Source: an optimization exercise on an open RTL-to-GDS flow (aim: small area, a short achievable clock period and few clock cycles per item). Production flows keep margins and buffers that such runs may drop. Function was checked by simulation only, so behaviour that the tests miss may differ from the original. No activity file was given, so power comes from the tool's default toggle rates.

// qvlc_enc
module qvlc_enc (
    input  wire        clk,
    input  wire        rst,         
    input  wire        in_valid,
    output wire        in_ready,
    input  wire [15:0] in_coef,     
    input  wire [3:0]  in_qno,      
    input  wire [1:0]  in_cls,      
    input  wire        in_mode,     
    output wire        out_valid,
    input  wire        out_ready,
    output wire [15:0] out_val,     
    output wire [4:0]  out_len,     
    output wire        out_last,    
    output wire        out_err,     
    output wire [11:0] out_bits     
);
For scale: about 710 flip-flops, about 64 I/O pins, roughly 18000 um^2 of cells after synthesis.
Settings: LEC_CHECK=0, CAP_MARGIN=20, CORE_MARGIN=2, CORE_UTILIZATION=40, SLEW_MARGIN=20; clock period 9.0 ns.
run.sh (not shown) runs the stock make flow with config.mk's settings and CLKGATE_MAP_FILE= SYNTH_SCRIPT=/design/flow/synth_recipe.tcl, a recipe that flattens the netlist after the stock synthesis.
Testbench counts at the start, summed over its fixed seeds: cycles 21,008, blocks 320.
Next try:
CORE_UTILIZATION = 70   (was 40)
CTS_BUF_LIST = sky130_fd_sc_hd__clkbuf_4   (was unset)
SETUP_SLACK_MARGIN = 5   (was unset)
Effect: Fmax went up by a little under a tenth; clock-buffer cell count went up by 134; first-iteration DRC count grows by about a fifth; clock power fell by a little under a tenth; design area came out lower slightly.
Next try:
CORE_UTILIZATION = 40   (was 70)
CTS_BUF_LIST = unset   (was sky130_fd_sc_hd__clkbuf_4)
Result: The new run passed the timing, design-rule and antenna checks; die area climbs by 73%; fmax is lower by 1.2%; hold slack is better by 25 ps; clock-buffer cell count goes down by 123; power climbs by 4.9%; critical path depth falls by 3; via count is lower by 7.1%; register-to-register slack is better by 70 ps; utilization came out lower by 34 points; cell area rises by 2.6%.
Next try:
ABC_CLOCK_PERIOD_IN_PS = 3000   (was unset)
CORE_UTILIZATION = 70   (was 40)
After rerunning: Clock power falls by about 5%. Cell count falls by 13%. Clock skew rises by 11 ps. Non-clock buffer count rises by 4. Setup slack gets worse by 41 ps. Core utilization rises by 34 points. Wire length rises by 28%.

* * *

job 101:
Another version of the RTL of qvlc_enc (not shown whole).
Size: about 1,200 cells after synthesis, roughly 64 I/O pins, about 18,000 sq um of cells after synthesis.
clock: 9.0 ns
lec_check: 0
cap_margin: 20
core_margin: 2
core_utilization: 70
cts_buf_list: sky130_fd_sc_hd__clkbuf_8 sky130_fd_sc_hd__clkbuf_16
cts_cluster_diameter: 60
cts_cluster_size: 30
setup_slack_margin: 5
slew_margin: 20
standard.sh (not shown) runs the stock make flow with config.mk's settings and CLKGATE_MAP_FILE= SYNTH_SCRIPT=/design/flow/synth_recipe.tcl, a recipe that flattens the netlist after the stock synthesis.
==> flow/flow/run.sh <==
#!/bin/bash
set -euo pipefail
bash standard.sh finish SETUP_SLACK_MARGIN=6.5 > standard_make.log 2>&1
Testbench counts of job 101, summed over its fixed seeds: cycles 21,000, blocks 320.
For job 102, these inputs were changed with respect to job 101:
Settings: swapping 60 for 100 in CTS_CLUSTER_DIAMETER; clearing CTS_BUF_LIST, which used to be sky130_fd_sc_hd__clkbuf_8 sky130_fd_sc_hd__clkbuf_16.
## What came out
Comparing job 101 and job 102, share of layout cells above drive strength 1 is higher on job 102.
Higher area added between synthesis and finish among job 101 and job 102: job 101
Sort job 101 and job 102 by multi-input combinational area share, descending, and job 102 comes first.
The non-clock buffer count number comes out lower for job 101 vs job 102.
Going from job 101 to job 102, DRC violation total after the first TritonRoute iteration shrank by more than 10%.

* * *

== lane 1 ==
qvlc_enc, a different RTL version from the one above (not shown whole).
Size: about 1200 cells after synthesis, ~680 flip-flops, about 17000 sq um of cells after synthesis.
Design qvlc_enc, start of the top module:
module qvlc_enc (
    input  wire        clk,
    input  wire        rst,         
    input  wire        in_valid,
    output wire        in_ready,
    input  wire [15:0] in_coef,     
    input  wire [3:0]  in_qno,      
    input  wire [1:0]  in_cls,      
    input  wire        in_mode,     
    output wire        out_valid,
    input  wire        out_ready,
    output wire [15:0] out_val,     
    output wire [4:0]  out_len,     
    output wire        out_last,    
    output wire        out_err,     
    output wire [11:0] out_bits     
);
clock: 9.0 ns
lec_check: 0
cap_margin: 20
core_margin: 2
core_utilization: 60
cts_cluster_diameter: 100
cts_cluster_size: 30
setup_slack_margin: 5
slew_margin: 20
==> flow/flow/run.sh <==
#!/bin/bash
set -euo pipefail
bash standard.sh finish SETUP_SLACK_MARGIN=6.0 > standard_make.log 2>&1
Testbench counts of lane 1, summed over its fixed seeds: cycles 21,000, blocks 320.
--- input diff lane 1..lane 2 ---
==> flow/flow/run.sh <==
#!/bin/bash
set -euo pipefail
bash standard.sh finish SETUP_SLACK_MARGIN=6.8 > standard_make.log 2>&1
## What came out
- When lane 2 is set beside lane 1, its via count of the first global-routing pass turns out to be 799 larger.
- In the reports for lane 2 and lane 1, the smaller signed area change from the synthesized netlist to the final layout belongs to lane 1.
- Compared with lane 1, lane 2 shows a lower period utilization.
Input changes introduced in lane 3 (baseline for comparison: lane 2):
- CTS_CLUSTER_SIZE changed from 30 to 36
- CTS_CLUSTER_DIAMETER changed from 100 to 70
==> flow/flow/run.sh <==
#!/bin/bash
set -euo pipefail
bash standard.sh finish SETUP_SLACK_MARGIN=6.0 > standard_make.log 2>&1
- Lane 3 vs lane 2 on final worst-path setup slack: lane 3 is the higher one.
- Between lane 2 and lane 3, worst slack at placement increased.
- Share of power burned in registers ended up 1.0 points lower on lane 3 than on lane 2.
- Going from lane 2 to lane 3, clock network power share now sits higher; via count now sits lower; worst hold-check slack now sits lower; slew at the pin with the worst max-slew slack now sits higher.
- Going from lane 2 to lane 3, register-to-register slack dropped 0.20 ns, post-route fraction of the period consumed by the critical path ~0 delta, global-route wire length before repair lost 5100 um.

==> what the ideal ports hide <==
The results above use ideal ports. As a check the final layouts listed here were re-extracted and re-timed, cells and wires unchanged.
Step 1: set_driving_cell puts a clkbuf_16 on clk and a buf_2 on each other input, an assumption about the parent block.
Step 2 adds t to the input delays and takes it off the output delays; t is the mean of the earliest and latest rising clock arrival at the registers after step 1. Input paths then give back, and output paths get back, about the clock's delay inside the block.
Slacks: ideal / step 1 / step 2; pairs: ideal / step 1.
run | t, ns | setup WS [ns] | hold WS [ns] | latest minus earliest clock arrival (ns) | worst slew at a driven data input, ns
the first run of note 1 | 0.629 | 4.878 / 4.911 / 4.282 | 0.315 / 0.315 / 0.315 | 0.017 / 0.018 | 0.04
the second run of note 1 | 0.797 | 5.167 / 5.167 / 4.411 | 0.290 / 0.290 / 0.290 | 0.078 / 0.079 | 0.04
the third run of note 1 | 0.603 | 5.121 / 5.152 / 4.549 | 0.315 / 0.315 / 0.315 | 0.021 / 0.021 | 0.03
the fourth run of note 1 | 0.631 | 5.080 / 5.107 / 4.477 | 0.310 / 0.310 / 0.310 | 0.031 / 0.031 | 0.04
job 101 | 0.627 | 5.814 / 5.826 / 5.199 | 0.324 / 0.324 / 0.324 | 0.025 / 0.026 | 0.05
job 102 | 0.627 | 5.817 / 5.827 / 5.200 | 0.322 / 0.322 / 0.322 | 0.021 / 0.021 | 0.05
lane 1 | 0.602 | 5.911 / 5.922 / 5.320 | 0.308 / 0.308 / 0.308 | 0.025 / 0.026 | 0.05
lane 2 | 0.601 | 5.952 / 5.904 / 5.506 | 0.329 / 0.329 / 0.329 | 0.028 / 0.028 | 0.05
lane 3 | 0.615 | 5.963 / 5.914 / 5.388 | 0.307 / 0.307 / 0.307 | 0.032 / 0.032 | 0.05
After both steps every run listed still meets setup and hold. For the second run of note 1, which loses most, drivers alone change the setup slack by 0.000 ns; drivers and shift together by -0.756 ns.
